This design comes from an exercise in tuning for small area on the open sky130 flow, not from production work. RTL that was checked went through simulation tests only; none was proved equivalent to the original. Function not checked in run 4: the RTL went through the layout flow alone. Power is estimated from default activity; no workload was simulated.

==> design/flow/design.v <==
module pe_lut (
    input  wire [7:0]  idx,
    output reg  [15:0] val
);
    always @(*) begin
        case (idx)
            8'h00: val = 16'h0000;
            8'h01: val = 16'hC0C1;
            8'h02: val = 16'hC181;
            8'h03: val = 16'h0140;
            8'h04: val = 16'hC301;
            8'h05: val = 16'h03C0;
            8'h06: val = 16'h0280;
            8'h07: val = 16'hC241;
            8'h08: val = 16'hC601;
            8'h09: val = 16'h06C0;
            8'h0A: val = 16'h0780;
            8'h0B: val = 16'hC741;
            8'h0C: val = 16'h0500;
            8'h0D: val = 16'hC5C1;
            8'h0E: val = 16'hC481;
            8'h0F: val = 16'h0440;
            8'h10: val = 16'hCC01;
            8'h11: val = 16'h0CC0;
            8'h12: val = 16'h0D80;
            8'h13: val = 16'hCD41;
            8'h14: val = 16'h0F00;
            8'h15: val = 16'hCFC1;
            8'h16: val = 16'hCE81;
            8'h17: val = 16'h0E40;
            8'h18: val = 16'h0A00;
            8'h19: val = 16'hCAC1;
            8'h1A: val = 16'hCB81;
            8'h1B: val = 16'h0B40;
            8'h1C: val = 16'hC901;
            8'h1D: val = 16'h09C0;
            8'h1E: val = 16'h0880;
            8'h1F: val = 16'hC841;
            8'h20: val = 16'hD801;
            8'h21: val = 16'h18C0;
            8'h22: val = 16'h1980;
            8'h23: val = 16'hD941;
            8'h24: val = 16'h1B00;
            8'h25: val = 16'hDBC1;
            8'h26: val = 16'hDA81;
            8'h27: val = 16'h1A40;
            8'h28: val = 16'h1E00;
            8'h29: val = 16'hDEC1;
            8'h2A: val = 16'hDF81;
            8'h2B: val = 16'h1F40;
            8'h2C: val = 16'hDD01;
            8'h2D: val = 16'h1DC0;
            8'h2E: val = 16'h1C80;
            8'h2F: val = 16'hDC41;
            8'h30: val = 16'h1400;
            8'h31: val = 16'hD4C1;
            8'h32: val = 16'hD581;
            8'h33: val = 16'h1540;
            8'h34: val = 16'hD701;
            8'h35: val = 16'h17C0;
            8'h36: val = 16'h1680;
            8'h37: val = 16'hD641;
            8'h38: val = 16'hD201;
            8'h39: val = 16'h12C0;
            8'h3A: val = 16'h1380;
            8'h3B: val = 16'hD341;
            8'h3C: val = 16'h1100;
            8'h3D: val = 16'hD1C1;
            8'h3E: val = 16'hD081;
            8'h3F: val = 16'h1040;
            8'h40: val = 16'hF001;
            8'h41: val = 16'h30C0;
            8'h42: val = 16'h3180;
            8'h43: val = 16'hF141;
            8'h44: val = 16'h3300;
            8'h45: val = 16'hF3C1;
            8'h46: val = 16'hF281;
            8'h47: val = 16'h3240;
            8'h48: val = 16'h3600;
            8'h49: val = 16'hF6C1;
            8'h4A: val = 16'hF781;
            8'h4B: val = 16'h3740;
            8'h4C: val = 16'hF501;
            8'h4D: val = 16'h35C0;
            8'h4E: val = 16'h3480;
            8'h4F: val = 16'hF441;
            8'h50: val = 16'h3C00;
            8'h51: val = 16'hFCC1;
            8'h52: val = 16'hFD81;
            8'h53: val = 16'h3D40;
            8'h54: val = 16'hFF01;
            8'h55: val = 16'h3FC0;
            8'h56: val = 16'h3E80;
            8'h57: val = 16'hFE41;
            8'h58: val = 16'hFA01;
            8'h59: val = 16'h3AC0;
            8'h5A: val = 16'h3B80;
            8'h5B: val = 16'hFB41;
            8'h5C: val = 16'h3900;
            8'h5D: val = 16'hF9C1;
            8'h5E: val = 16'hF881;
            8'h5F: val = 16'h3840;
            8'h60: val = 16'h2800;
            8'h61: val = 16'hE8C1;
            8'h62: val = 16'hE981;
            8'h63: val = 16'h2940;
            8'h64: val = 16'hEB01;
            8'h65: val = 16'h2BC0;
            8'h66: val = 16'h2A80;
            8'h67: val = 16'hEA41;
            8'h68: val = 16'hEE01;
            8'h69: val = 16'h2EC0;
            8'h6A: val = 16'h2F80;
            8'h6B: val = 16'hEF41;
            8'h6C: val = 16'h2D00;
            8'h6D: val = 16'hEDC1;
            8'h6E: val = 16'hEC81;
            8'h6F: val = 16'h2C40;
            8'h70: val = 16'hE401;
            8'h71: val = 16'h24C0;
            8'h72: val = 16'h2580;
            8'h73: val = 16'hE541;
            8'h74: val = 16'h2700;
            8'h75: val = 16'hE7C1;
            8'h76: val = 16'hE681;
            8'h77: val = 16'h2640;
            8'h78: val = 16'h2200;
            8'h79: val = 16'hE2C1;
            8'h7A: val = 16'hE381;
            8'h7B: val = 16'h2340;
            8'h7C: val = 16'hE101;
            8'h7D: val = 16'h21C0;
            8'h7E: val = 16'h2080;
            8'h7F: val = 16'hE041;
            8'h80: val = 16'hA001;
            8'h81: val = 16'h60C0;
            8'h82: val = 16'h6180;
            8'h83: val = 16'hA141;
            8'h84: val = 16'h6300;
            8'h85: val = 16'hA3C1;
            8'h86: val = 16'hA281;
            8'h87: val = 16'h6240;
            8'h88: val = 16'h6600;
            8'h89: val = 16'hA6C1;
            8'h8A: val = 16'hA781;
            8'h8B: val = 16'h6740;
            8'h8C: val = 16'hA501;
            8'h8D: val = 16'h65C0;
            8'h8E: val = 16'h6480;
            8'h8F: val = 16'hA441;
            8'h90: val = 16'h6C00;
            8'h91: val = 16'hACC1;
            8'h92: val = 16'hAD81;
            8'h93: val = 16'h6D40;
            8'h94: val = 16'hAF01;
            8'h95: val = 16'h6FC0;
            8'h96: val = 16'h6E80;
            8'h97: val = 16'hAE41;
            8'h98: val = 16'hAA01;
            8'h99: val = 16'h6AC0;
            8'h9A: val = 16'h6B80;
            8'h9B: val = 16'hAB41;
            8'h9C: val = 16'h6900;
            8'h9D: val = 16'hA9C1;
            8'h9E: val = 16'hA881;
            8'h9F: val = 16'h6840;
            8'hA0: val = 16'h7800;
            8'hA1: val = 16'hB8C1;
            8'hA2: val = 16'hB981;
            8'hA3: val = 16'h7940;
            8'hA4: val = 16'hBB01;
            8'hA5: val = 16'h7BC0;
            8'hA6: val = 16'h7A80;
            8'hA7: val = 16'hBA41;
            8'hA8: val = 16'hBE01;
            8'hA9: val = 16'h7EC0;
            8'hAA: val = 16'h7F80;
            8'hAB: val = 16'hBF41;
            8'hAC: val = 16'h7D00;
            8'hAD: val = 16'hBDC1;
            8'hAE: val = 16'hBC81;
            8'hAF: val = 16'h7C40;
            8'hB0: val = 16'hB401;
            8'hB1: val = 16'h74C0;
            8'hB2: val = 16'h7580;
            8'hB3: val = 16'hB541;
            8'hB4: val = 16'h7700;
            8'hB5: val = 16'hB7C1;
            8'hB6: val = 16'hB681;
            8'hB7: val = 16'h7640;
            8'hB8: val = 16'h7200;
            8'hB9: val = 16'hB2C1;
            8'hBA: val = 16'hB381;
            8'hBB: val = 16'h7340;
            8'hBC: val = 16'hB101;
            8'hBD: val = 16'h71C0;
            8'hBE: val = 16'h7080;
            8'hBF: val = 16'hB041;
            8'hC0: val = 16'h5000;
            8'hC1: val = 16'h90C1;
            8'hC2: val = 16'h9181;
            8'hC3: val = 16'h5140;
            8'hC4: val = 16'h9301;
            8'hC5: val = 16'h53C0;
            8'hC6: val = 16'h5280;
            8'hC7: val = 16'h9241;
            8'hC8: val = 16'h9601;
            8'hC9: val = 16'h56C0;
            8'hCA: val = 16'h5780;
            8'hCB: val = 16'h9741;
            8'hCC: val = 16'h5500;
            8'hCD: val = 16'h95C1;
            8'hCE: val = 16'h9481;
            8'hCF: val = 16'h5440;
            8'hD0: val = 16'h9C01;
            8'hD1: val = 16'h5CC0;
            8'hD2: val = 16'h5D80;
            8'hD3: val = 16'h9D41;
            8'hD4: val = 16'h5F00;
            8'hD5: val = 16'h9FC1;
            8'hD6: val = 16'h9E81;
            8'hD7: val = 16'h5E40;
            8'hD8: val = 16'h5A00;
            8'hD9: val = 16'h9AC1;
            8'hDA: val = 16'h9B81;
            8'hDB: val = 16'h5B40;
            8'hDC: val = 16'h9901;
            8'hDD: val = 16'h59C0;
            8'hDE: val = 16'h5880;
            8'hDF: val = 16'h9841;
            8'hE0: val = 16'h8801;
            8'hE1: val = 16'h48C0;
            8'hE2: val = 16'h4980;
            8'hE3: val = 16'h8941;
            8'hE4: val = 16'h4B00;
            8'hE5: val = 16'h8BC1;
            8'hE6: val = 16'h8A81;
            8'hE7: val = 16'h4A40;
            8'hE8: val = 16'h4E00;
            8'hE9: val = 16'h8EC1;
            8'hEA: val = 16'h8F81;
            8'hEB: val = 16'h4F40;
            8'hEC: val = 16'h8D01;
            8'hED: val = 16'h4DC0;
            8'hEE: val = 16'h4C80;
            8'hEF: val = 16'h8C41;
            8'hF0: val = 16'h4400;
            8'hF1: val = 16'h84C1;
            8'hF2: val = 16'h8581;
            8'hF3: val = 16'h4540;
            8'hF4: val = 16'h8701;
            8'hF5: val = 16'h47C0;
            8'hF6: val = 16'h4680;
            8'hF7: val = 16'h8641;
            8'hF8: val = 16'h8201;
            8'hF9: val = 16'h42C0;
            8'hFA: val = 16'h4380;
            8'hFB: val = 16'h8341;
            8'hFC: val = 16'h4100;
            8'hFD: val = 16'h81C1;
            8'hFE: val = 16'h8081;
            8'hFF: val = 16'h4040;
            default: val = 16'h0000;
        endcase
    end
endmodule
module pe_core (
    input  wire         clk,
    input  wire         rst,         
    input  wire         start,       
    input  wire [7:0]   len,         
    output wire         busy,
    output wire         done,
    output wire [127:0] out_chars,   
    output wire         in_req,      
    output wire [7:0]   in_idx,      
    input  wire [7:0]   in_data,
    input  wire         in_ack
);
    localparam [2:0] PH_IDLE  = 3'd0,
                     PH_MIX   = 3'd1,
                     PH_HSTEP = 3'd2,
                     PH_REWR  = 3'd3,
                     PH_MAP   = 3'd4;
    reg [2:0]  ph;
    reg        done_q;
    reg [2:0]  r;           
    reg [7:0]  jm;          
    reg [2:0]  jp;          
    reg [3:0]  i;           
    reg [3:0]  k;           
    reg [7:0]  len_q;
    reg [15:0] h;
    reg [7:0]  s   [0:15];
    reg [7:0]  out [0:15];
    function [7:0] map_char;
        input [7:0] b;
        reg   [6:0] lower;
        begin
            lower = b[6:0];
            if ((lower >= 7'h41 && lower <= 7'h5A) || (lower >= 7'h61 && lower <= 7'h7A))
                map_char = {1'b0, lower};
            else
                map_char = {4'h0, b[7:4]} + 8'h61;
        end
    endfunction
    wire [15:0] lut_h;
    wire [15:0] lut_s;
    pe_lut u_lut_h (.idx(h[7:0]), .val(lut_h));
    pe_lut u_lut_s (.idx(s[i]),   .val(lut_s));
    wire [15:0] h_next   = {8'h00, h[15:8]} ^ lut_h ^ lut_s;
    wire [3:0]  mix_pos  = 4'd15 - jm[3:0];
    wire [7:0]  len_m1   = len_q - 8'd1;
    integer n;
    always @(posedge clk) begin
        if (rst) begin
            ph     <= PH_IDLE;
            done_q <= 1'b0;
        end else begin
            case (ph)
                PH_IDLE: begin
                    if (start) begin
                        for (n = 0; n < 16; n = n + 1)
                            s[n] <= 8'h00;
                        h      <= 16'h0011;
                        len_q  <= len;
                        done_q <= 1'b0;
                        r      <= 3'd0;
                        if (len == 8'd0) begin
                            ph <= PH_HSTEP;
                            jp <= 3'd0;
                            i  <= 4'd15;
                        end else begin
                            ph <= PH_MIX;
                            jm <= 8'd0;
                        end
                    end
                end
                PH_MIX: begin
                    if (in_ack) begin
                        s[mix_pos] <= s[mix_pos] ^ in_data;
                        if (jm == len_m1) begin
                            ph <= PH_HSTEP;
                            jp <= 3'd0;
                            i  <= 4'd15;
                        end else begin
                            jm <= jm + 8'd1;
                        end
                    end
                end
                PH_HSTEP: begin
                    h <= h_next;
                    if (i == 4'd0)
                        ph <= PH_REWR;
                    else
                        i <= i - 4'd1;
                end
                PH_REWR: begin
                    s[{jp, 1'b0}] <= h[7:0];
                    s[{jp, 1'b1}] <= h[15:8];
                    if (jp != 3'd7) begin
                        jp <= jp + 3'd1;
                        i  <= 4'd15;
                        ph <= PH_HSTEP;
                    end else if (r != 3'd4) begin
                        r <= r + 3'd1;
                        if (len_q != 8'd0) begin
                            ph <= PH_MIX;
                            jm <= 8'd0;
                        end else begin
                            ph <= PH_HSTEP;
                            jp <= 3'd0;
                            i  <= 4'd15;
                        end
                    end else begin
                        ph <= PH_MAP;
                        k  <= 4'd0;
                    end
                end
                PH_MAP: begin
                    out[k] <= map_char(s[k]);
                    if (k == 4'd15) begin
                        ph     <= PH_IDLE;
                        done_q <= 1'b1;
                    end else begin
                        k <= k + 4'd1;
                    end
                end
                default: ph <= ph;    
            endcase
        end
    end
    assign busy   = (ph != PH_IDLE);
    assign done   = done_q;
    assign in_req = (ph == PH_MIX);
    assign in_idx = jm;
    genvar g;
    generate
        for (g = 0; g < 16; g = g + 1) begin : g_out
            assign out_chars[8*g +: 8] = out[g];
        end
    endgenerate
endmodule
==> design/flow/run.sh <==
#!/bin/bash
# synth_recipe.tcl (not shown) runs the flow's synth.tcl, then flattens the netlist and writes it again
# the make line also repeats each setting of config.mk as NAME=value (left out here)
make -C /OpenROAD-flow-scripts/flow DESIGN_CONFIG=/design/flow/config.mk WORK_HOME=/design/flow/orfs CLKGATE_MAP_FILE= SYNTH_SCRIPT=/design/flow/synth_recipe.tcl finish
==> design/flow/config.mk <==
export PLATFORM = sky130hd
export DESIGN_NAME = pe_core
export DESIGN_NICKNAME = pe_core
export VERILOG_FILES = /design/flow/design.v
export SDC_FILE = /design/flow/constraint.sdc
export NUM_CORES = 4
export LEC_CHECK = 0
export CAP_MARGIN = 20
export CORE_MARGIN = 2
export CORE_UTILIZATION = 40
export SLEW_MARGIN = 20
==> design/flow/constraint.sdc <==
create_clock -name core_clock -period 10.0 [get_ports {clk}]
set_input_delay 2.0000 -clock core_clock [delete_from_list [all_inputs] [get_ports {clk}]]
set_output_delay 2.0000 -clock core_clock [all_outputs]
set_load 0.01 [all_outputs]
==> flow_metrics.env, run 1 <==
export IMPL_post_route_period_util_pct=48.2
export IMPL_synth_distinct_cells=60
export IMPL_r2r_setup_slack_ns=5.77
export IMPL_ant_nets=0
export IMPL_place_congestion=0.932
export IMPL_drc_errors=0
export IMPL_clockBufferDepth=3
export IMPL_critPathTopFamily="buffers and inverters"
export IMPL_hold_buffers=0
export IMPL_synth_top_area_cell="edfxtp_1"
export IMPL_gr_usage_all_layers_pct=23.0
export IMPL_grt_pass1_wl_mm=69.8
export IMPL_syn_area_per_cell_um2=13.4
export IMPL_slowest_delay_ns=0.73
export IMPL_synth_edff_count=286
export IMPL_cellPowerDensity_nw_per_um2=254
export IMPL_synthTopCellsByArea="edfxtp_1, mux4_2, nand2_1, o21ai_0, dfxtp_1"
export IMPL_max_slew_margin_pct=29.3
export IMPL_seq_power_share_pct=41.6
export IMPL_drive_gt1_share_pct=14.2
export IMPL_startpoint_type="input pin"
export IMPL_die_w_um=203
export IMPL_syn_inst=1187
export IMPL_setup_violations=0
export IMPL_peakVddDrop_mv=0.105
export IMPL_first_global_vias=10400
export IMPL_max_freq_ghz=0.207
export IMPL_multi_input_area_um2=6430
export IMPL_period_minus_slack_ns=4.82
export IMPL_synth_most_common_cell="edfxtp_1"
export IMPL_cts_sinks=308
export IMPL_path_buf_inv=2
export IMPL_cp_max_fo=24
export IMPL_arrival_ns=5.22
export IMPL_port_buffers=142
export IMPL_final_instance_count_excl_fill=1863
export IMPL_layout_nets=1356
export IMPL_cts_resized=0
export IMPL_maxCapViolCount=0
export IMPL_ys_warn_count=2
export IMPL_r2r_cells=11
export IMPL_hold_path_class="reg -> reg"
export IMPL_hold_violations=0
export IMPL_grt_max_degree=39
export IMPL_cts_tree="yes"
export IMPL_dp_hpwl_mm=33.3
export IMPL_p_comb_share_pct=31.8
export IMPL_cts_max_level=2
export IMPL_post_place_cells=1800
export IMPL_sw_frac_of_total_pct=35.0
export IMPL_pre_cts_ws_ns=4.65
export IMPL_p_leak_nw=6.46
export IMPL_ys_async_sr_fraction_pct=0
export IMPL_ff_latch_area_um2=9030
export IMPL_path_clk_slew_ns=0.06
export IMPL_rsz0062_at_grt="false"
export IMPL_slew_violations=0
export IMPL_wirelength_mm=47.3
export IMPL_vias=10800
export IMPL_syn_to_final_growth_pct=19.0
export IMPL_ys_ff_latch=308
export IMPL_seq_area_frac_synth_pct=56.9
export IMPL_ys_flop_type="edfxtp_1"
export IMPL_worst_pin_slew_ns=1.06
export IMPL_cts_root_buffer="clkbuf_16"
export IMPL_num_rows=72
export IMPL_crit_chain="clkdlybuf4s50_1 > a21o_1 > or3_1 > clkinv_1 > mux2_4 > xor3_1 > xnor2_1 > xnor2_1"
export IMPL_crit_slowest_cell="clkinv_1"
export IMPL_final_fill_count=3392
export IMPL_avgRoutedWirePerCell_um=25.4
export IMPL_fp_dieH_um=203
export IMPL_hold_depth=1
export IMPL_via_per_inst=5.82
export IMPL_syn_area_um2=15900
export IMPL_timing_final_ws_setup_ns=5.18
export IMPL_worst_clock_skew_ns=0.0182
export IMPL_clockPowerShare_pct=26.6
export IMPL_dr_first_iter_drc_count=1169
export IMPL_initial_core_util_pct=40.7
export IMPL_io_pins=159
export IMPL_dr_pass1_iters=8
export IMPL_post_cts_buffers=0
export IMPL_die_area_um2=41200
export IMPL_status="finished clean"
export IMPL_p_int_mw=3.12
export IMPL_cp_common_cell="xnor2_1"
export IMPL_insertion_delay_ns=0.53
export IMPL_synthTopCellsByCount="edfxtp_1, nand2_1, o21ai_0"
export IMPL_min_from="i[1]"
export IMPL_worstSetupEndpointType="flip-flop"
export IMPL_cp_required_ns=10.40
export IMPL_reg2reg_to="out[15][3]"
export IMPL_n_antenna_cell=0
export IMPL_cts_buffers_inserted=34
export IMPL_yosysTopAreaCellShare_pct=54.2
export IMPL_fp_coreArea_um2=38900
export IMPL_grt_antenna_before_repair=1
export IMPL_setup_tns_ns=0
export IMPL_grt_remaining_overflow=0
export IMPL_worst_setup_path_type="in -> reg"
export IMPL_worstSetupPathDepth=8
export IMPL_switching_power_mw=1.68
-- worst max-delay path by stage --
stage,end,start,slack (ns)
3_5_place_dp,lut_h[0],rst,4.65
6_report,lut_h[0],rst,5.18
3_3_place_gp,lut_h[0],rst,4.73
5_1_grt,lut_h[0],rst,4.99
2_1_floorplan,lut_h[0],rst,5.59
4_1_cts,lut_h[0],rst,5.18
-- power by group through the flow --
stage / logic [mW] / clock network (mW) / registers (mW)
after floorplan: 1.10 / 0 / 1.84
final: 1.52 / 1.28 / 2.00
after global placement: 1.49 / 0 / 2.00
after global routing: 1.63 / 1.34 / 2.01
after CTS: 1.52 / 1.29 / 1.98
after detailed placement: 1.51 / 0 / 2.01
-- placed cells by master (no fill, tap or decap), drive strengths merged, types with 21 or more instances in the layout --
cell type      netlist  routed
mux4               104     104
o21ai              144     144
inv                 21      21
nand2              199     199
clkbuf              53      42
mux2i               22      22
xnor2               47      47
nor2                66      66
clkdlybuf4s50        0     142
conb                 2      32
edfxtp             286     286
dfxtp               22      22
-- area by class of cell --
type / count / area share [%]
clock buffers: 41 / 4.70
clock inverters: 21 / 1.35
inverters: 22 / 0.438
multi-input cells: 796 / 34.1
flip-flops and latches: 308 / 47.9
well taps: 518 / 3.44
repair buffers: 157 / 8.12
-- layer usage --
layer	global-route usage, %	share of wire (%)	vias up
met2	36.3	46	641
met1	30.1	39	5389
met4	9.12	4.2	2
li1	-	-	4677
met3	6.40	11	129
met5	0	0.021	-
-- cells by family (layout without fill, tap and decap cells) --
family | count (synthesis) | count (layout) | synth area share (%)
DFF | 308 | 308 | 56.9
and+or+nand+nor | 344 | 344 | 9.32
other | 2 | 32 | 0.0474
xor gates and xnor gates | 72 | 72 | 4.60
adders and majority gates | 17 | 17 | 1.34
AOI/OAI and AO/OA | 195 | 195 | 6.99
buffers and inverters | 113 | 241 | 3.65
muxes | 136 | 136 | 17.1
-- registers in the layout, summed over array words and instances (netlist names), 4 cells and up, named ones only --
signal and cells:
lut_h 10, jm 8, s 128, out 112, len_q 8, k 4, h 16, i 4
-- metrics by stage --
| stage | power [mW] | util, % | area (um2) | hold WS [ns] |
|---|---|---|---|---|
| finish | 4.80 | 48.5 | 18900 | 0.559 |
| global route | 4.97 | 48.5 | 18900 | 0.603 |
| CTS | 4.80 | 48.4 | 18900 | 0.572 |
| detailed placement | 3.51 | 45.5 | 17700 | 0.554 |
| global placement | 3.49 | 45.5 | 17700 | 0.541 |
| floorplan | 2.94 | - | 16000 | 0.501 |
==> inputs of run 2 (changes only) <==
==> design/flow/design.v (replaced) <==
module pe_core (
    input  wire         clk,
    input  wire         rst,
    input  wire         start,
    input  wire [7:0]   len,
    output wire         busy,
    output wire         done,
    output wire [127:0] out_chars,
    output wire         in_req,
    output wire [7:0]   in_idx,
    input  wire [7:0]   in_data,
    input  wire         in_ack
);
    localparam [1:0] PH_MIX = 2'd0, PH_HASH = 2'd1, PH_MAP = 2'd2;
    reg         busy_q, done_q;
    reg [1:0]   ph;
    reg [2:0]   rnd;
    reg [7:0]   j;         
    reg [2:0]   bc;        
    reg [7:0]   len_q;
    reg [15:0]  h;
    reg [127:0] r;
    reg         keep_q, cy_q;
    wire rd      = busy_q & (ph == PH_MIX) & (j < len_q);
    wire en      = busy_q & ~(rd & ~in_ack);
    wire lap_end = (&j[3:0]) & (&bc);
    wire r0      = r[0];
    wire clr     = (rnd == 3'd0) & (j[7:4] == 4'd0);
    wire mix_bit = (r0 & ~clr) ^ (rd & in_data[bc]);
    wire hlap    = ~j[4];
    wire win     = (j[3:1] == ~j[7:5]);
    wire hash_bit = (~hlap & win) ? h[8] : r0;
    wire fb      = (h[0] ^ r0) & hlap;
    wire keep_c  = r[6] & (r[4:0] != 5'd0) & (r[4:0] <= 5'd26);
    wire keep    = (bc == 3'd0) ? keep_c : keep_q;
    wire cin     = (bc == 3'd0) ? 1'b1 : cy_q;
    wire rep_bit = bc[2] ? ((bc[1:0] == 2'd0) ? cin : (bc[1:0] != 2'd3)) : (r[4] ^ cin);
    wire map_bit = keep ? (r0 & (bc != 3'd7)) : rep_bit;
    reg nb;
    always @(*) begin
        case (ph)
            PH_MIX:  nb = mix_bit;
            PH_HASH: nb = hash_bit;
            default: nb = map_bit;
        endcase
    end
    always @(posedge clk) begin
        if (rst) begin
            busy_q <= 1'b0;
            done_q <= 1'b0;
        end else if (!busy_q) begin
            if (start) begin
                busy_q <= 1'b1;
                done_q <= 1'b0;
                ph     <= PH_MIX;
                rnd    <= 3'd0;
                j      <= 8'd0;
                bc     <= 3'd0;
                len_q  <= len;
                h      <= 16'h0011;
            end
        end else if (en) begin
            r      <= {nb, r[127:1]};
            {j, bc} <= {j, bc} + 11'd1;
            keep_q <= keep;
            if (!bc[2]) cy_q <= r[4] & cin;
            case (ph)
                PH_MIX: begin
                    if (lap_end && !rd) begin
                        ph     <= PH_HASH;
                        j[7:4] <= 4'd0;
                    end
                end
                PH_HASH: begin
                    h <= {h[0] ^ (hlap & r0), h[15], h[14] ^ fb, h[13:2], h[1] ^ fb};
                    if (lap_end && (&j[7:4])) begin
                        if (rnd == 3'd4) begin
                            ph <= PH_MAP;
                        end else begin
                            rnd <= rnd + 3'd1;
                            ph  <= PH_MIX;
                        end
                    end
                end
                default: begin
                    if (lap_end) begin
                        busy_q <= 1'b0;
                        done_q <= 1'b1;
                    end
                end
            endcase
        end
    end
    assign busy   = busy_q;
    assign done   = done_q;
    assign in_req = rd;
    assign in_idx = j;
    genvar g;
    generate
        for (g = 0; g < 16; g = g + 1) begin : g_out
            assign out_chars[8*g +: 8] = {1'b0, r[8*(15-g) +: 7]};
        end
    endgenerate
endmodule
--- a/design/flow/config.mk
+++ b/design/flow/config.mk
@@ -8,4 +8,5 @@
 export CAP_MARGIN = 20
 export CORE_MARGIN = 2
-export CORE_UTILIZATION = 40
+export CORE_UTILIZATION = 70
+export PLACE_DENSITY = 0.8
 export SLEW_MARGIN = 20
==> run 2 against run 1 <==
Still clean. Design area is 55% lower. Critical path depth is 2 lower. Fmax is 3.6% higher. Combinational power is 95% lower. Area after synthesis is 55% lower. Non-clock buffer count is 12 lower. Core utilization is 35 points higher. Global-route usage hardly changed. Sequential power is 59% lower. Highest routed layer is now met4.
==> flow_metrics.env, run 2 <==
export IMPL_cp_required_ns=8.00
export IMPL_grt_max_degree=96
export IMPL_hold_path_class="reg -> reg"
export IMPL_die_area_um2=11100
export IMPL_ys_ff_latch=172
export IMPL_startpoint_type="flip-flop"
export IMPL_layout_commonest_cell="edfxtp_1"
export IMPL_crit_chain="ha_1 > nor4b_1 > o211ai_1 > a21o_1 > inv_1 > clkdlybuf4s50_1"
export IMPL_first_global_vias=3380
export IMPL_synth_distinct_cells=44
export IMPL_p_leak_nw=2.78
export IMPL_seq_area_frac_synth_pct=71.5
export IMPL_cts_max_level=4
export IMPL_synth_edff_count=170
export IMPL_drive_gt1_share_pct=7.75
export IMPL_ant_nets=0
export IMPL_cts_tree="yes"
export IMPL_cts_sinks=172
export IMPL_dr_pass1_iters=5
export IMPL_vias=3513
export IMPL_synthTopCellsByCount="edfxtp_1, buf_4, and2_1"
export IMPL_n_antenna_cell=0
export IMPL_clockBufferDepth=2
export IMPL_period_minus_slack_ns=4.66
export IMPL_final_util_pct=83.8
export IMPL_worstSetupEndpointType="output port"
export IMPL_fp_coreArea_um2=10100
export IMPL_final_fill_count=498
export IMPL_grt_antenna_before_repair=0
export IMPL_path_clk_slew_ns=0.07
export IMPL_die_w_um=105
export IMPL_gr_usage_all_layers_pct=22.9
export IMPL_largest_reg_flops=128
export IMPL_reg_top3="r x128, h x16"
export IMPL_ys_warn_count=1
export IMPL_final_cell_mix="edfxtp_1, clkdlybuf4s50_1, and2_1"
export IMPL_cts_root_buffer="clkbuf_8"
export IMPL_peakVddDrop_mv=0.199
export IMPL_worst_clock_skew_ns=0.00951
export IMPL_fp_dieH_um=105
export IMPL_critPathTopFamily="buffers and inverters"
export IMPL_io_pins=159
export IMPL_layout_nets=536
export IMPL_cellPowerDensity_nw_per_um2=186
export IMPL_num_rows=37
export IMPL_cts_buffers_inserted=17
export IMPL_syn_to_final_growth_pct=18.1
export IMPL_largest_register="r"
export IMPL_place_congestion=0.839
export IMPL_p_int_mw=1.25
export IMPL_status="finished clean"
export IMPL_dp_hpwl_mm=7.74
export IMPL_worst_pin_slew_ns=0.811
export IMPL_worst_setup_path_type="reg -> out"
export IMPL_slew_violations=0
export IMPL_port_buffers=142
export IMPL_arrival_ns=2.66
export IMPL_hold_buffers=0
export IMPL_path_buf_inv=2
export IMPL_synthTopCellsByArea="edfxtp_1, buf_4, ha_1, and2_1, xnor2_1"
export IMPL_yosysTopAreaCellShare_pct=71.0
export IMPL_avgRoutedWirePerCell_um=18.7
export IMPL_via_per_inst=5.39
export IMPL_grt_remaining_overflow=0
export IMPL_seq_power_share_pct=52.3
export IMPL_wirelength_mm=12.2
export IMPL_grt_pass1_wl_mm=18.8
export IMPL_max_slew_margin_pct=45.9
export IMPL_clockPowerShare_pct=42.9
export IMPL_post_route_period_util_pct=46.6
export IMPL_insertion_delay_ns=0.54
export IMPL_syn_inst=458
export IMPL_cp_max_fo=6
export IMPL_setup_tns_ns=0
export IMPL_syn_area_um2=7190
export IMPL_synth_top_area_cell="edfxtp_1"
export IMPL_syn_area_per_cell_um2=15.7
export IMPL_p_comb_share_pct=4.8
export IMPL_switching_power_mw=0.325
export IMPL_initial_core_util_pct=71.0
export IMPL_ys_flop_type="edfxtp_1"
export IMPL_rsz0062_at_grt="false"
export IMPL_max_freq_ghz=0.215
export IMPL_drc_errors=0
export IMPL_synth_most_common_cell="edfxtp_1"
export IMPL_cts_resized=0
export IMPL_crit_slowest_cell="edfxtp_1"
export IMPL_ys_async_sr_fraction_pct=0
export IMPL_slowest_delay_ns=0.54
export IMPL_maxCapViolCount=0
export IMPL_hold_violations=0
export IMPL_sw_frac_of_total_pct=20.6
export IMPL_setup_violations=0
export IMPL_post_cts_buffers=0
export IMPL_dr_first_iter_drc_count=242
run 2: changes by cell type after synthesis, moves of 51 or more:
cell / change
buf_4: +110
edfxtp_1: -116
mux4_2: -94
nand2_1: -189
nor2_1: -51
o21ai_0: -137
run 2: cells by family after synthesis:
family / count (synthesis) / synth area share (%)
flops: 172 / 71.5
compound gates: 23 / 2.37
mux: 5 / 1.10
buf+inv: 150 / 14.6
other cells: 1 / 0.0521
fa+ha+maj: 13 / 2.26
xor+xnor: 15 / 1.83
simple gates: 79 / 6.26
run 2: area by class of cell:
| type | instances | area (um2) | area share, % |
|---|---|---|---|
| Timing Repair Buffer | 145 | 1450 | 17.0 |
| Sequential cell | 172 | 5140 | 60.5 |
| Clock inverter | 15 | 195 | 2.30 |
| Tap cell | 136 | 170 | 2.00 |
| Inverter | 16 | 60.1 | 0.707 |
| Multi-Input combinational cell | 151 | 1070 | 12.6 |
| Clock buffer | 17 | 414 | 4.87 |
run 2: power by group through the flow:
stage          clock network (mW)  registers, mW  logic [mW]
6_report                    0.676          0.825      0.0759
5_1_grt                     0.706          0.827      0.0831
4_1_cts                     0.685          0.825      0.0760
3_5_place_dp                    0          0.840      0.0755
3_3_place_gp                    0          0.839      0.0732
2_1_floorplan                   0          0.839      0.0538
run 2: metal layers:
layer | GRT usage (%) | routed length, um | vias to the layer above
met4 | 8.95 | 303 | 0
met2 | 35.1 | 5920 | 159
met5 | 0 | 0 | -
li1 | - | - | 1580
met3 | 7.85 | 836 | 27
met1 | 30.8 | 5100 | 1747
run 2: final timing paths:
check	from	slack [ns]	depth (start not counted)	end
setup / recovery	j[7]	5.34	6	in_req
hold / removal	r[47]	0.42	0	r[46]
setup reg to reg	j[7]	6.76	8	r[64]
hold reg to reg	r[47]	0.42	0	r[46]
run 2: metrics by stage:
stage | instance area (um2) | setup slack (ns) | power [mW] | hold slack [ns] | instances
floorplan | 7260 | 2.42 | 0.893 | 0.400 | 473
global placement | 7880 | 5.53 | 0.912 | 0.403 | 620
detailed placement | 7880 | 5.44 | 0.915 | 0.405 | 620
CTS | 8490 | 5.34 | 1.59 | 0.420 | 652
global route | 8500 | 5.24 | 1.62 | 0.431 | 652
finish | 8500 | 5.34 | 1.58 | 0.419 | 652
==> inputs of run 3 (changes only) <==
--- a/design/flow/config.mk
+++ b/design/flow/config.mk
@@ -8,5 +8,4 @@
 export CAP_MARGIN = 20
 export CORE_MARGIN = 2
-export CORE_UTILIZATION = 70
-export PLACE_DENSITY = 0.8
+export CORE_UTILIZATION = 40
 export SLEW_MARGIN = 20
==> run 3 against run 2 <==
Highest routed layer unchanged. Via count is 3.4% lower. Design area up 0.65%. Still clean. Global-route usage is 10 points lower. Critical path depth fell by 1. Clock-buffer cell count up 3. Area after synthesis stayed put. Register-to-register slack got worse by 0.34 ns. Die area grew 72%. Critical endpoint unchanged.
==> flow_metrics.env, run 3 <==
export IMPL_status="finished clean"
export IMPL_place_congestion=0.764
export IMPL_cts_tree="yes"
export IMPL_grt_max_degree=73
export IMPL_cts_buffers_inserted=17
export IMPL_n_antenna_cell=0
export IMPL_synth_distinct_cells=44
export IMPL_syn_to_final_growth_pct=18.9
export IMPL_r2r_cells=8
export IMPL_slew_violations=0
export IMPL_fp_coreArea_um2=17800
export IMPL_min_from="r[55]"
export IMPL_drc_errors=0
export IMPL_period_minus_slack_ns=4.53
export IMPL_hold_depth=0
export IMPL_cts_root_buffer="clkbuf_16"
export IMPL_hold_buffers=0
export IMPL_final_fill_count=1542
export IMPL_seq_area_frac_synth_pct=71.5
export IMPL_r2r_start="j[4]"
export IMPL_hold_path_class="reg -> reg"
export IMPL_synthTopCellsByArea="edfxtp_1, buf_4, ha_1, and2_1, xnor2_1"
export IMPL_setup_tns_ns=0
export IMPL_layout_nets=536
export IMPL_dp_hpwl_mm=8.09
export IMPL_r2r_setup_slack_ns=6.42
export IMPL_cts_max_level=4
export IMPL_drive_gt1_share_pct=6.98
export IMPL_ys_flop_type="edfxtp_1"
export IMPL_ant_nets=0
export IMPL_port_buffers=142
export IMPL_cts_sinks=172
export IMPL_maxCapViolCount=0
export IMPL_first_global_vias=3318
export IMPL_grt_pass1_wl_mm=18.9
export IMPL_crit_chain="ha_1 > a2111o_1 > a21o_1 > inv_1 > clkdlybuf4s50_1"
export IMPL_avgRoutedWirePerCell_um=16.3
export IMPL_slowest_delay_ns=0.55
export IMPL_num_rows=49
export IMPL_syn_area_um2=7190
export IMPL_initial_core_util_pct=40.5
export IMPL_largest_reg_flops=128
export IMPL_cellPowerDensity_nw_per_um2=177
export IMPL_grt_antenna_before_repair=0
export IMPL_largest_register="r"
export IMPL_setup_violations=0
export IMPL_synth_top_area_cell="edfxtp_1"
export IMPL_cp_required_ns=8.00
export IMPL_hold_violations=0
export IMPL_layout_commonest_cell="edfxtp_1"
export IMPL_dr_pass1_iters=4
export IMPL_p_leak_nw=2.74
export IMPL_cts_resized=0
export IMPL_final_util_pct=48.1
export IMPL_die_area_um2=19100
export IMPL_io_pins=159
export IMPL_worst_setup_path_type="reg -> out"
export IMPL_worst_clock_skew_ns=0.00999
export IMPL_vias=3394
export IMPL_post_route_period_util_pct=45.3
export IMPL_rsz0062_at_grt="false"
export IMPL_path_clk_slew_ns=0.06
export IMPL_gr_usage_all_layers_pct=13.0
export IMPL_max_slew_margin_pct=40.2
export IMPL_worstSetupEndpointType="output port"
export IMPL_reg_top3="r x128, h x16"
export IMPL_ys_async_sr_fraction_pct=0
export IMPL_wirelength_mm=12.1
export IMPL_final_cell_mix="edfxtp_1, clkdlybuf4s50_1, and2_1, clkbuf_16"
export IMPL_peakVddDrop_mv=0.116
export IMPL_syn_area_per_cell_um2=15.7
export IMPL_post_cts_buffers=0
export IMPL_insertion_delay_ns=0.42
export IMPL_synth_most_common_cell="edfxtp_1"
export IMPL_fp_dieH_um=138
export IMPL_worst_pin_slew_ns=0.897
export IMPL_synth_edff_count=170
export IMPL_yosysTopAreaCellShare_pct=71.0
export IMPL_synthTopCellsByCount="edfxtp_1, buf_4, and2_1"
export IMPL_die_w_um=138
export IMPL_arrival_ns=2.53
export IMPL_ys_warn_count=1
export IMPL_cp_max_fo=7
export IMPL_startpoint_type="flip-flop"
export IMPL_crit_slowest_cell="clkdlybuf4s50_1"
export IMPL_max_freq_ghz=0.221
export IMPL_via_per_inst=4.56
export IMPL_dr_first_iter_drc_count=231
export IMPL_clockBufferDepth=2
export IMPL_grt_remaining_overflow=0
export IMPL_syn_inst=458
export IMPL_startpoint="j[1]"
export IMPL_ys_ff_latch=172
-- run 3: cell count changes in the layout (fill, tap and decap cells not counted), sizes merged --
cell      change
inv           +2
bufinv        -3
clkinv        -3
clkbuf        +3
clkinvlp      +1
-- run 3: final cells by class --
type,count,area (um2),share of cell area (%)
inverter,16,60.1,0.702
sequential,172,5140,60.1
clock inverter,12,115,1.35
clock buffer,20,437,5.10
multi-input combinational,151,1070,12.5
tap,229,287,3.35
timing repair buffer,145,1440,16.9
-- run 3: final timing paths --
check,end
hold / removal,r[54]
setup / recovery,in_req
setup reg to reg,r[34]
hold reg to reg,r[54]
-- run 3: power by group --
part | internal (mW) | switching, mW
clock network | 0.346 | 0.272
registers | 0.811 | 0.0131
logic | 0.0349 | 0.0410
total | 1.19 | 0.326
-- run 3: logic make-up (layout without fill, tap and decap cells) --
group | Yosys count | after routing | share of synthesized area (%)
DFF | 172 | 172 | 71.5
other | 1 | 16 | 0.0521
adders and majority gates | 13 | 13 | 2.26
muxes | 5 | 5 | 1.10
buffers and inverters | 150 | 193 | 14.6
and+or+nand+nor | 79 | 79 | 6.26
AOI/OAI and AO/OA | 23 | 23 | 2.37
xor gates and xnor gates | 15 | 15 | 1.83
-- run 3: metrics by stage --
step	instances	hold slack, ns	worst slack, ns	power, mW	instance area, um2
after floorplan	473	0.400	2.42	0.893	7260
final	745	0.418	5.47	1.52	8550
after detailed placement	713	0.405	5.33	0.917	8000
after CTS	745	0.420	5.45	1.54	8550
after global placement	713	0.405	5.43	0.914	8000
after global routing	745	0.422	5.26	1.58	8550
-- run 3: critical path: cells and delay by family (launching register included) --
| family | cells | cell delay, ns |
|---|---|---|
| buf+inv | 2 | 0.64 |
| compound gates | 2 | 0.61 |
| flops | 1 | 0.51 |
| fa+ha+maj | 1 | 0.34 |
-- run 3: metal layers --
layer	GRT usage (%)	part of all wire (%)	vias up
met2	18.7	45	122
met3	5.30	6.6	15
met1	18.0	48	1679
met4	4.08	1.2	0
li1	-	-	1578
met5	0	0	-
==> inputs of run 4 (changes only) <==
--- a/design/flow/design.v
+++ b/design/flow/design.v
@@ -31,5 +31,7 @@
     wire win     = (j[3:1] == ~j[7:5]);
     wire hash_bit = (~hlap & win) ? h[8] : r0;
-    wire fb      = (h[0] ^ r0) & hlap;
+    wire crc     = (ph == PH_HASH) & hlap;
+    wire fb      = (h[0] ^ r0) & crc;
+    wire h_in    = (clr & (ph == PH_MIX)) ? (~j[0] & ~bc[1] & ~bc[0]) : (h[0] ^ (crc & r0));
     wire keep_c  = r[6] & (r[4:0] != 5'd0) & (r[4:0] <= 5'd26);
     wire keep    = (bc == 3'd0) ? keep_c : keep_q;
@@ -58,5 +60,4 @@
                 bc     <= 3'd0;
                 len_q  <= len;
-                h      <= 16'h0011;
             end
         end else if (en) begin
@@ -64,4 +65,5 @@
             {j, bc} <= {j, bc} + 11'd1;
             keep_q <= keep;
+            h      <= {h_in, h[15], h[14] ^ fb, h[13:2], h[1] ^ fb};
             if (!bc[2]) cy_q <= r[4] & cin;
             case (ph)
@@ -73,5 +75,4 @@
                 end
                 PH_HASH: begin
-                    h <= {h[0] ^ (hlap & r0), h[15], h[14] ^ fb, h[13:2], h[1] ^ fb};
                     if (lap_end && (&j[7:4])) begin
                         if (rnd == 3'd4) begin
==> design/flow/flow/run.sh (new file) <==
#!/bin/bash
# Standard synthesis and layout; port buffers use the smallest buffer cell.
set -euo pipefail
export BUFFER_PORTS_ARGS="-buffer_cell sky130_fd_sc_hd__buf_1"
bash standard.sh "BUFFER_PORTS_ARGS=$BUFFER_PORTS_ARGS" finish > standard_flow.log 2>&1
==> design/flow/standard.sh (new file) <==
#!/bin/bash
# synth_recipe.tcl (not shown) runs the flow's synth.tcl, then flattens the netlist and writes it again
# the make line also repeats each setting of config.mk as NAME=value (left out here)
make -C /OpenROAD-flow-scripts/flow DESIGN_CONFIG=/design/flow/config.mk WORK_HOME=/design/flow/orfs CLKGATE_MAP_FILE= SYNTH_SCRIPT=/design/flow/synth_recipe.tcl "${@:-finish}"
removed: design/flow/run.sh
==> run 4 against run 3 <==
Fmax rose by 7.9%. Synthesized cell count fell by 1.5%. Power fell by 3.2%. Critical endpoint unchanged. First-iteration DRC count rose by 7.4%. Register-to-register slack got worse by 0.19 ns. Sequential power barely moved. Largest power group unchanged. Critical path type unchanged.
==> flow_metrics.env, run 4 <==
export IMPL_status="finished clean"
export IMPL_vias=3370
export IMPL_grt_remaining_overflow=0
export IMPL_hold_violations=0
export IMPL_drive_gt1_share_pct=6.50
export IMPL_path_clk_slew_ns=0.07
export IMPL_pre_cts_ws_ns=5.46
export IMPL_startpoint_type="flip-flop"
export IMPL_cellPowerDensity_nw_per_um2=196
export IMPL_layout_nets=529
export IMPL_num_rows=48
export IMPL_die_area_um2=18800
export IMPL_synthTopCellsByCount="edfxtp_1, buf_4, nor2_1"
export IMPL_post_cts_buffers=0
export IMPL_worst_pin_slew_ns=1.03
export IMPL_largest_register="r"
export IMPL_reg_top3="r x128, h x16"
export IMPL_dp_hpwl_mm=7.81
export IMPL_ys_async_sr_fraction_pct=0
export IMPL_hold_buffers=0
export IMPL_wirelength_mm=11.6
export IMPL_cts_buffers_inserted=17
export IMPL_ys_ff_latch=172
export IMPL_n_antenna_cell=0
export IMPL_timing_final_ws_setup_ns=5.80
export IMPL_ys_warn_count=1
export IMPL_max_slew_margin_pct=31.3
export IMPL_synth_most_common_cell="edfxtp_1"
export IMPL_p_leak_nw=2.25
export IMPL_crit_slowest_cell="edfxtp_1"
export IMPL_cts_root_buffer="clkbuf_16"
export IMPL_die_w_um=137
export IMPL_synth_distinct_cells=44
export IMPL_cts_max_level=4
export IMPL_fp_coreArea_um2=17300
export IMPL_yosysTopAreaCellShare_pct=71.9
export IMPL_dr_first_iter_drc_count=248
export IMPL_synthTopCellsByArea="edfxtp_1, buf_4, ha_1, nor2_1, xor2_1"
export IMPL_rsz0062_at_grt="false"
export IMPL_synth_edff_count=170
export IMPL_worst_setup_path_type="reg -> out"
export IMPL_setup_tns_ns=0
export IMPL_layout_commonest_cell="edfxtp_1"
export IMPL_post_place_cells=702
export IMPL_fp_dieH_um=137
export IMPL_period_minus_slack_ns=4.20
export IMPL_peakVddDrop_mv=0.118
export IMPL_io_pins=159
export IMPL_first_global_vias=3052
export IMPL_final_cell_mix="edfxtp_1, buf_1, nor2_1, nand2_1, clkbuf_16"
export IMPL_post_route_period_util_pct=42.0
export IMPL_maxCapViolCount=0
export IMPL_gr_usage_all_layers_pct=12.0
export IMPL_avgRoutedWirePerCell_um=15.8
export IMPL_synth_top_area_cell="edfxtp_1"
export IMPL_initial_core_util_pct=41.0
export IMPL_slowest_delay_ns=0.52
export IMPL_slew_violations=0
export IMPL_final_instance_count_excl_fill=733
export IMPL_grt_antenna_before_repair=0
export IMPL_hold_path_class="reg -> reg"
export IMPL_syn_area_per_cell_um2=15.7
export IMPL_cp_required_ns=8.00
export IMPL_place_congestion=0.843
export IMPL_cts_sinks=172
export IMPL_drc_errors=0
export IMPL_design_area_um2=7510
export IMPL_worst_clock_skew_ns=0.00932
export IMPL_ant_nets=0
export IMPL_worstSetupEndpointType="output port"
export IMPL_cts_resized=0
export IMPL_largest_reg_flops=128
export IMPL_insertion_delay_ns=0.42
export IMPL_port_buffers=142
export IMPL_post_dp_cell_area_um2=6990
export IMPL_cts_tree="yes"
export IMPL_syn_to_final_growth_pct=5.84
export IMPL_crit_chain="ha_1 > a211oi_1 > o21ai_1 > a41oi_2 > buf_1"
export IMPL_grt_max_degree=78
export IMPL_seq_area_frac_synth_pct=72.5
export IMPL_max_freq_ghz=0.238
export IMPL_via_per_inst=4.60
export IMPL_syn_area_um2=7100
export IMPL_dr_pass1_iters=4
export IMPL_setup_violations=0
export IMPL_r2r_setup_slack_ns=6.23
export IMPL_cp_max_fo=9
export IMPL_ys_flop_type="edfxtp_1"
export IMPL_clockBufferDepth=2
export IMPL_syn_inst=451
export IMPL_grt_pass1_wl_mm=16.8
export IMPL_arrival_ns=2.20
==> run 4: power breakdown <==
group          switching [mW]  total (mW)  internal (mW)
Combinational          0.0379      0.0550         0.0171
Clock                   0.273       0.591          0.319
Sequential             0.0136       0.823          0.809
Total                   0.324        1.47           1.14
==> run 4: cell type report <==
cell class | count | area (um2)
flip-flops and latches | 172 | 5140
fillers | 1576 | 9790
repair buffers | 143 | 541
clock inverters | 12 | 91.3
multi-input cells | 148 | 967
inverters | 14 | 52.6
well taps | 225 | 282
clock buffers | 19 | 433
==> run 4: cell families after synthesis <==
family | Yosys count | synth area share (%)
and+or+nand+nor | 79 | 5.40
xor gates and xnor gates | 15 | 1.85
AOI/OAI and AO/OA | 22 | 2.33
DFF | 172 | 72.5
muxes | 3 | 0.882
buffers and inverters | 146 | 14.7
other | 1 | 0.0528
adders and majority gates | 13 | 2.29
==> run 4: path summary, 6_finish.rpt <==
path,start,end,cells past startpoint
hold reg to reg,h[6],h[5],0
setup reg to reg,j[2],r[57],7
hold / removal,h[6],h[5],0
setup / recovery,j[2],in_req,5
==> run 4: per-stage QoR <==
stage          hold slack (ns)  util [%]  power [mW]
4_1_cts                  0.420      43.4        1.49
6_report                 0.416      43.4        1.47
3_5_place_dp             0.405      40.4       0.894
2_1_floorplan            0.400         -       0.887
5_1_grt                  0.426      43.4        1.52
3_3_place_gp             0.400      40.4       0.892
==> run 4: worst max-delay path: cells and delay by family (launching register included) <==
family,cells,cell delay [ns]
AOI/OAI and AO/OA,3,0.71
DFF,1,0.52
adders and majority gates,1,0.36
buffers and inverters,1,0.20
==> run 4: metal layers <==
metal	up-vias	global-route usage [%]	share of wire, %
met1	1651	16.8	45
met3	11	3.75	8.7
li1	1558	-	-
met4	0	5.78	1.4
met2	150	17.1	45
met5	-	0	0
==> inputs of run 5 (changes only) <==
==> design/flow/design.v (replaced) <==
module pe_core (
    input  wire         clk,
    input  wire         rst,
    input  wire         start,
    input  wire [7:0]   len,
    output wire         busy,
    output wire         done,
    output wire [127:0] out_chars,
    output wire         in_req,
    output wire [7:0]   in_idx,
    input  wire [7:0]   in_data,
    input  wire         in_ack
);
    reg         busy_q, done_q;
    reg [3:0]   stage;
    reg [7:0]   j;
    reg [2:0]   bc;
    reg [7:0]   len_q;
    reg [15:0]  h;
    reg [127:0] r;
    reg         keep_q, cy_q;
    wire st_map  = stage[3] & stage[1];           
    wire st_hash = stage[0];
    wire st_mix  = ~stage[0] & ~st_map;
    wire rd      = busy_q & st_mix & (j < len_q);
    wire en      = busy_q & ~(rd & ~in_ack);
    wire r0      = r[0];
    wire clr     = (stage == 4'd0) & (j[7:4] == 4'd0);
    wire mix_bit = (r0 & ~clr) ^ (rd & in_data[bc]);
    wire crc     = st_hash & ~j[4];
    wire win     = st_hash & j[4] & (j[3:1] == ~j[7:5]);
    wire fb      = (h[0] ^ r0) & crc;
    wire h_in    = clr ? (~j[0] & ~bc[1] & ~bc[0]) : (h[0] ^ (crc & r0));
    wire keep_c  = r[6] & (r[4:0] != 5'd0) & (r[4:0] <= 5'd26);
    wire keep    = (bc == 3'd0) ? keep_c : keep_q;
    wire cin     = (bc == 3'd0) ? 1'b1 : cy_q;
    wire rep_bit = bc[2] ? ((bc[1:0] == 2'd0) ? cin : (bc[1:0] != 2'd3)) : (r[4] ^ cin);
    wire map_bit = keep ? (r0 & (bc != 3'd7)) : rep_bit;
    wire nb      = st_map ? map_bit : win ? h[8] : st_mix ? mix_bit : r0;
    always @(posedge clk) begin
        keep_q <= keep;
        cy_q   <= r[4] & cin;
    end
    always @(posedge clk) begin
        if (rst) begin
            busy_q <= 1'b0;
            done_q <= 1'b0;
        end else if (!busy_q) begin
            if (start) begin
                busy_q <= 1'b1;
                done_q <= 1'b0;
                {stage, j, bc} <= 15'd0;
                len_q  <= len;
            end
        end else if (en) begin
            r <= {nb, r[127:1]};
            h <= {h_in, h[15], h[14] ^ fb, h[13:2], h[1] ^ fb};
            {stage, j, bc} <= {stage, j, bc} + 15'd1;
            if (st_map && (&{j, bc})) begin
                busy_q <= 1'b0;
                done_q <= 1'b1;
            end
        end
    end
    assign busy   = busy_q;
    assign done   = done_q;
    assign in_req = rd;
    assign in_idx = j;
    genvar g;
    generate
        for (g = 0; g < 16; g = g + 1) begin : g_out
            assign out_chars[8*g +: 8] = {1'b0, r[8*(15-g) +: 7]};
        end
    endgenerate
endmodule
==> design/flow/flow/run.sh (replaced) <==
#!/bin/bash
# Standard synthesis and layout; port buffers use the smallest buffer cell;
# clock tree without dummy loads and with larger sink clusters.
set -euo pipefail
export BUFFER_PORTS_ARGS="-buffer_cell sky130_fd_sc_hd__buf_1"
export CTS_ARGS="-sink_clustering_enable -repair_clock_nets -dont_use_dummy_load -sink_clustering_size 30 -sink_clustering_max_diameter 100"
bash standard.sh "BUFFER_PORTS_ARGS=$BUFFER_PORTS_ARGS" "CTS_ARGS=$CTS_ARGS" finish > standard_flow.log 2>&1
==> run 5 against run 4 <==
Combinational power decreased by 1%. Critical path type unchanged. Clock skew increased by 0.0071 ns. Non-clock buffer count increased by 2. Largest power group unchanged. Worst setup slack got worse by 0.0068 ns. Sequential share of layout area increased by 0.82 points. Die area decreased by 1.2%. Critical endpoint unchanged. Wire length decreased by 5.9%. Still clean.
==> flow_metrics.env, run 5 <==
export IMPL_fp_coreArea_um2=17200
export IMPL_cp_required_ns=8.00
export IMPL_syn_area_um2=7010
export IMPL_status="finished clean"
export IMPL_hold_buffers=0
export IMPL_avgRoutedWirePerCell_um=15.5
export IMPL_insertion_delay_ns=0.42
export IMPL_post_cts_buffers=0
export IMPL_grt_max_degree=85
export IMPL_layout_commonest_cell="edfxtp_1"
export IMPL_reg_top3="r x128, h x16"
export IMPL_final_cell_mix="edfxtp_1, buf_1, clkbuf_16, conb_1"
export IMPL_slew_violations=0
export IMPL_dr_first_iter_drc_count=152
export IMPL_worst_pin_slew_ns=0.996
export IMPL_post_dp_cell_area_um2=6920
export IMPL_synthTopCellsByArea="edfxtp_1, buf_4, ha_1, xnor2_1, dfxtp_1"
export IMPL_drive_gt1_share_pct=5.64
export IMPL_cts_sinks=171
export IMPL_synth_distinct_cells=44
export IMPL_synthTopCellsByCount="edfxtp_1, buf_4, nand2_1, xnor2_1, and2_1"
export IMPL_yosysTopAreaCellShare_pct=71.6
export IMPL_final_util_pct=42.6
export IMPL_die_area_um2=18600
export IMPL_dp_hpwl_mm=7.22
export IMPL_wirelength_mm=10.9
export IMPL_max_slew_margin_pct=33.6
export IMPL_cellPowerDensity_nw_per_um2=189
export IMPL_cp_max_fo=8
export IMPL_post_route_period_util_pct=42.0
export IMPL_synth_edff_count=167
export IMPL_fp_dieH_um=136
export IMPL_cts_root_buffer="clkbuf_16"
export IMPL_synth_top_area_cell="edfxtp_1"
export IMPL_busiest_layer="met2"
export IMPL_cts_buffers_inserted=17
export IMPL_dr_pass1_iters=4
export IMPL_use_met3_pct=4.36
export IMPL_design_area_um2=7350
export IMPL_final_fill_count=1610
export IMPL_peakVddDrop_mv=0.112
export IMPL_num_rows=48
export IMPL_grt_antenna_before_repair=0
export IMPL_ys_warn_count=1
export IMPL_synth_most_common_cell="edfxtp_1"
export IMPL_use_met2_pct=17.3
export IMPL_grt_pass1_wl_mm=16.4
export IMPL_largest_register="r"
export IMPL_vias=3197
export IMPL_initial_core_util_pct=40.7
export IMPL_ys_flop_type="edfxtp_1"
export IMPL_io_pins=159
export IMPL_post_place_cells=687
export IMPL_largest_reg_flops=128
export IMPL_period_minus_slack_ns=4.20
export IMPL_via_per_inst=4.54
export IMPL_totalPowerFinal_mw=1.39
export IMPL_hold_violations=0
export IMPL_startpoint_type="flip-flop"
export IMPL_port_buffers=142
export IMPL_syn_to_final_growth_pct=4.89
export IMPL_drc_errors=0
export IMPL_syn_inst=435
export IMPL_hold_path_class="reg -> reg"
export IMPL_multi_input_area_um2=951
export IMPL_die_w_um=136
export IMPL_grtUsageMet1_pct=15.9
export IMPL_arrival_ns=2.20
export IMPL_ys_async_sr_fraction_pct=0
export IMPL_worst_setup_path_type="reg -> out"
export IMPL_place_congestion=0.782
export IMPL_worst_clock_skew_ns=0.0164
export IMPL_p_leak_nw=2.17
export IMPL_cts_max_level=4
export IMPL_n_antenna_cell=0
export IMPL_seq_area_frac_synth_pct=72.7
export IMPL_syn_area_per_cell_um2=16.1
export IMPL_rsz0062_at_grt="false"
export IMPL_maxCapViolCount=0
export IMPL_clockBufferDepth=2
export IMPL_path_clk_slew_ns=0.07
export IMPL_gr_usage_all_layers_pct=11.9
export IMPL_cts_tree="yes"
export IMPL_first_global_vias=3041
export IMPL_ff_latch_area_um2=5090
export IMPL_grt_remaining_overflow=0
export IMPL_worstSetupEndpointType="output port"
export IMPL_setup_tns_ns=0
export IMPL_cts_resized=0
export IMPL_final_instance_count_excl_fill=704
export IMPL_max_freq_ghz=0.238
export IMPL_ys_ff_latch=171
export IMPL_ant_nets=0
export IMPL_setup_violations=0
export IMPL_layout_nets=512
run 5: cell count changes after synthesis, sizes merged, moves of 4 or more:
| cell | before | now |
|---|---|---|
| nor2 | 25 | 10 |
| nor4 | 1 | 5 |
| nor3 | 6 | 1 |
| and2 | 4 | 12 |
| xor2 | 9 | 4 |
| xnor2 | 6 | 14 |
run 5: cell families (layout without fill, tap and decap cells):
family / count (synthesis) / in the layout / synth area share (%)
compound gates: 20 / 20 / 2.21
xor+xnor: 18 / 18 / 2.25
fa+ha+maj: 11 / 11 / 1.96
buf+inv: 144 / 173 / 14.7
flops: 171 / 171 / 72.7
mux: 5 / 5 / 1.20
other cells: 1 / 16 / 0.0535
simple gates: 65 / 65 / 4.93
run 5: cell type report:
cell class | count | share of cell area (%)
Inverter | 11 | 0.562
Timing Repair Buffer | 145 | 7.56
Tap cell | 225 | 3.83
Multi-Input combinational cell | 135 | 12.9
Clock buffer | 17 | 5.79
Sequential cell | 171 | 69.3
run 5: power by group:
part | switching [mW] | leakage, nW | internal (mW) | total, mW
registers | 0.0133 | 1.32 | 0.804 | 0.817
logic | 0.0351 | 0.640 | 0.0191 | 0.0542
clock network | 0.221 | 0.209 | 0.295 | 0.516
run 5: routing by layer:
layer / wire length (um) / vias to the layer above
met5: 0 / -
met4: 189 / 0
met3: 624 / 14
met2: 4960 / 109
met1: 5130 / 1584
li1: - / 1490
run 5: path summary, 6_finish.rpt:
path | start | end | slack [ns] | cells after the start
setup / recovery | j[5] | in_req | 5.80 | 5
hold / removal | r[47] | r[46] | 0.41 | 0
setup reg to reg | j[5] | h[5] | 6.04 | 8
hold reg to reg | r[47] | r[46] | 0.41 | 0
run 5: per-stage QoR:
step	hold slack, ns	setup WS, ns
6_report	0.409	5.80
5_1_grt	0.422	5.70
4_1_cts	0.414	5.77
3_5_place_dp	0.405	5.62
3_3_place_gp	0.404	5.74
2_1_floorplan	0.400	1.83
run 5: critical path: stages, from the launching register on:
cell      delay (ns)
edfxtp_1        0.53
ha_1            0.37
nand2_1         0.06
or3_2           0.47
o21a_1          0.23
buf_1           0.14
==> inputs of run 6 (changes only) <==
==> design/flow/flow/run.sh (replaced) <==
#!/bin/bash
# Standard synthesis and layout; port buffers use the smallest buffer cell;
# clock tree without dummy loads and with larger sink clusters.
set -euo pipefail
export BUFFER_PORTS_ARGS="-buffer_cell sky130_fd_sc_hd__buf_1"
export CTS_ARGS="-sink_clustering_enable -repair_clock_nets -dont_use_dummy_load -sink_clustering_size 20 -sink_clustering_max_diameter 80 -buf_list sky130_fd_sc_hd__clkbuf_8"
bash standard.sh "BUFFER_PORTS_ARGS=$BUFFER_PORTS_ARGS" "CTS_ARGS=$CTS_ARGS" finish > standard_flow.log 2>&1
==> run 6 against run 5 <==
Still clean on timing, DRC and antenna. Global-route usage is 0.17 points lower. Clock-buffer cell count stayed put. Fmax is 0.59% lower. Sequential share of layout area is 1.9 points higher. Clock power is 32% lower. Final cell count stayed put. Flip-flop and latch count stayed put. Worst setup slack worse by 0.025 ns. Non-clock buffer count stayed put. First-iteration DRC count is 6.6% lower. Synthesized cell count stayed put. Largest cell class unchanged. Largest power group unchanged.
==> flow_metrics.env, run 6 <==
export IMPL_status="finished clean"
export IMPL_synthAdderAreaFrac_pct=1.96
export IMPL_cellPowerDensity_nw_per_um2=171
export IMPL_cts_buffers_inserted=17
export IMPL_synthTopCellsByCount="edfxtp_1, buf_4, nand2_1, xnor2_1, and2_1"
export IMPL_cts_tree="yes"
export IMPL_period_minus_slack_ns=4.23
export IMPL_grt_max_degree=85
export IMPL_ys_async_sr_fraction_pct=0
export IMPL_syn_area_um2=7010
export IMPL_design_area_um2=7160
export IMPL_gr_usage_all_layers_pct=11.7
export IMPL_wirelength_mm=10.8
export IMPL_peakVddDrop_mv=0.0804
export IMPL_max_slew_margin_pct=32.4
export IMPL_first_global_vias=3030
export IMPL_wl_met2_mm=4.89
export IMPL_cp_required_ns=8.00
export IMPL_r2r_start="j[5]"
export IMPL_worst_pin_slew_ns=1.01
export IMPL_totalPowerFinal_mw=1.22
export IMPL_ys_warn_count=1
export IMPL_grt_remaining_overflow=0
export IMPL_via_per_inst=4.50
export IMPL_io_pins=159
export IMPL_cts_resized=0
export IMPL_synthTopCellsByArea="edfxtp_1, buf_4, ha_1, xnor2_1, dfxtp_1"
export IMPL_hold_path_class="reg -> reg"
export IMPL_port_buffers=142
export IMPL_synthXorXnorAreaFrac_pct=2.25
export IMPL_largest_register="r"
export IMPL_synth_most_common_cell="edfxtp_1"
export IMPL_initial_core_util_pct=40.7
export IMPL_final_util_pct=41.5
export IMPL_synth_top_area_cell="edfxtp_1"
export IMPL_top_layer="met4"
export IMPL_cts_max_level=4
export IMPL_p_leak_nw=2.08
export IMPL_syn_inst=435
export IMPL_worst_clock_skew_ns=0.0229
export IMPL_maxCapViolCount=0
export IMPL_post_dp_cell_area_um2=6920
export IMPL_post_cts_buffers=0
export IMPL_yosys_mux_area_fraction_pct=1.20
export IMPL_grt_antenna_before_repair=0
export IMPL_slew_violations=0
export IMPL_slowest_delay_ns=0.53
export IMPL_cts_sinks=171
export IMPL_startpoint="j[5]"
export IMPL_grt_pass1_wl_mm=16.3
export IMPL_worstSetupEndpointType="output port"
export IMPL_crit_chain="ha_1 > nand2_1 > or3_2 > o21a_1 > buf_1"
export IMPL_reg_top3="r x128, h x16"
export IMPL_ys_flop_type="edfxtp_1"
export IMPL_setup_tns_ns=0
export IMPL_dr_first_iter_drc_count=142
export IMPL_synth_compound_gate_area_share_pct=2.21
export IMPL_largest_reg_flops=128
export IMPL_seq_area_frac_synth_pct=72.7
export IMPL_insertion_delay_ns=0.44
export IMPL_arrival_ns=2.23
export IMPL_num_rows=48
export IMPL_rsz0062_at_grt="false"
export IMPL_crit_slowest_cell="edfxtp_1"
export IMPL_hold_violations=0
export IMPL_dr_pass1_iters=6
export IMPL_yosys_area_share_simple_pct=4.93
export IMPL_path_clk_slew_ns=0.08
export IMPL_max_freq_ghz=0.237
export IMPL_post_route_period_util_pct=42.3
export IMPL_fp_dieH_um=136
export IMPL_pre_cts_ws_ns=5.62
export IMPL_layout_commonest_cell="edfxtp_1"
export IMPL_synth_distinct_cells=44
export IMPL_place_congestion=0.782
export IMPL_dp_hpwl_mm=7.22
export IMPL_drive_gt1_share_pct=5.64
export IMPL_wl_met1_mm=5.13
export IMPL_setup_violations=0
export IMPL_ys_ff_latch=171
export IMPL_die_w_um=136
export IMPL_ant_nets=0
export IMPL_vias=3167
export IMPL_avgRoutedWirePerCell_um=15.4
export IMPL_final_cell_mix="edfxtp_1, buf_1, clkbuf_8, conb_1"
export IMPL_syn_to_final_growth_pct=2.16
export IMPL_yosysTopAreaCellShare_pct=71.6
export IMPL_synth_edff_count=167
export IMPL_layout_nets=512
export IMPL_die_area_um2=18600
export IMPL_min_from="h[10]"
export IMPL_synth_top_family_by_area="buffers and inverters"
export IMPL_wl_met3_um=637
export IMPL_hold_buffers=0
export IMPL_clockBufferDepth=2
export IMPL_drc_errors=0
export IMPL_fp_coreArea_um2=17200
export IMPL_syn_area_per_cell_um2=16.1
export IMPL_cts_root_buffer="clkbuf_8"
export IMPL_cp_max_fo=8
export IMPL_startpoint_type="flip-flop"
export IMPL_worst_setup_path_type="reg -> out"
export IMPL_timing_final_ws_setup_ns=5.77
export IMPL_n_antenna_cell=0
[run 6: cell counts after synthesis]
Identical to the previous run, type by type.
[run 6: cell type report]
| class | instances | area (um2) |
|---|---|---|
| clock buffer | 17 | 234 |
| fill | 1629 | 10100 |
| inverter | 11 | 41.3 |
| multi-input combinational | 135 | 951 |
| sequential | 171 | 5090 |
| tap | 225 | 282 |
| timing repair buffer | 145 | 556 |
[run 6: through the flow]
stage / cells / hold slack, ns
after detailed placement: 687 / 0.405
after global placement: 687 / 0.404
after CTS: 704 / 0.408
after global routing: 704 / 0.416
final: 704 / 0.411
after floorplan: 450 / 0.400
[run 6: power by group]
group / switching (mW) / leakage [nW] / internal [mW]
Clock: 0.202 / 0.122 / 0.150
Sequential: 0.0133 / 1.32 / 0.802
Combinational: 0.0350 / 0.640 / 0.0191
[run 6: cells by family (layout without fill, tap and decap cells)]
family / count (synthesis) / after routing
multiplexers: 5 / 5
other: 1 / 16
buffers and inverters: 144 / 173
AO/OA/AOI/OAI: 20 / 20
AND/OR/NAND/NOR: 65 / 65
adder cells (fa/ha/maj): 11 / 11
XOR/XNOR: 18 / 18
flip-flops: 171 / 171
[run 6: final timing paths]
path	depth (start not counted)	end	slack (ns)
max	5	in_req	5.77
min	0	h[9]	0.41
max reg2reg	8	h[5]	6.02
min reg2reg	0	h[9]	0.41
[run 6: critical path, delay by kind of cell, from the launching register on]
family                     cells  cell delay [ns]
and+or+nand+nor                2             0.53
buffers and inverters          1             0.13
AOI/OAI and AO/OA              1             0.23
DFF                            1             0.53
adders and majority gates      1             0.37
[run 6: routing by layer]
metal	global-route usage, %	vias up
li1	-	1484
met1	16.1	1562
met2	17.0	108
met3	3.80	13
met4	5.21	0
met5	0	-

## port drivers added, routing unchanged
How much do the figures lean on ideal ports? The routed layouts below were timed once more, with nothing changed but the port constraints.
Step 1, drivers: a clkbuf_16 drives clk and a buf_2 each remaining input, both assumed.
Step 2 moves the port delays by t, midway between the first and last clock arrival at a register: inputs arrive t later, outputs are due t later. That takes back most of the time a late clock gives input paths.
Slacks: no drivers / after step 1 / after step 2; pairs: no drivers / after step 1.
run	shift t [ns]	setup WS [ns]	hold slack, ns	clock arrival spread, ns	worst register clock-pin slew, ns
run 1	0.581	5.176 / 5.193 / 4.612	0.559 / 0.559 / 0.559	0.018 / 0.019	0.07 / 0.07
run 2	0.572	5.345 / 5.310 / 5.707	0.419 / 0.419 / 0.419	0.010 / 0.010	0.07 / 0.07
run 3	0.461	5.474 / 5.433 / 5.361	0.418 / 0.418 / 0.418	0.010 / 0.010	0.07 / 0.07
run 4	0.452	5.804 / 5.764 / 5.516	0.416 / 0.416 / 0.416	0.010 / 0.010	0.07 / 0.07
run 5	0.450	5.797 / 5.755 / 5.681	0.409 / 0.409 / 0.409	0.016 / 0.017	0.07 / 0.07
run 6	0.462	5.772 / 5.735 / 5.669	0.411 / 0.411 / 0.411	0.025 / 0.025	0.09 / 0.09
After both steps setup and hold are still met in every run listed. For run 1, which loses most, drivers alone change the setup slack by +0.017 ns; drivers and shift together by -0.564 ns.
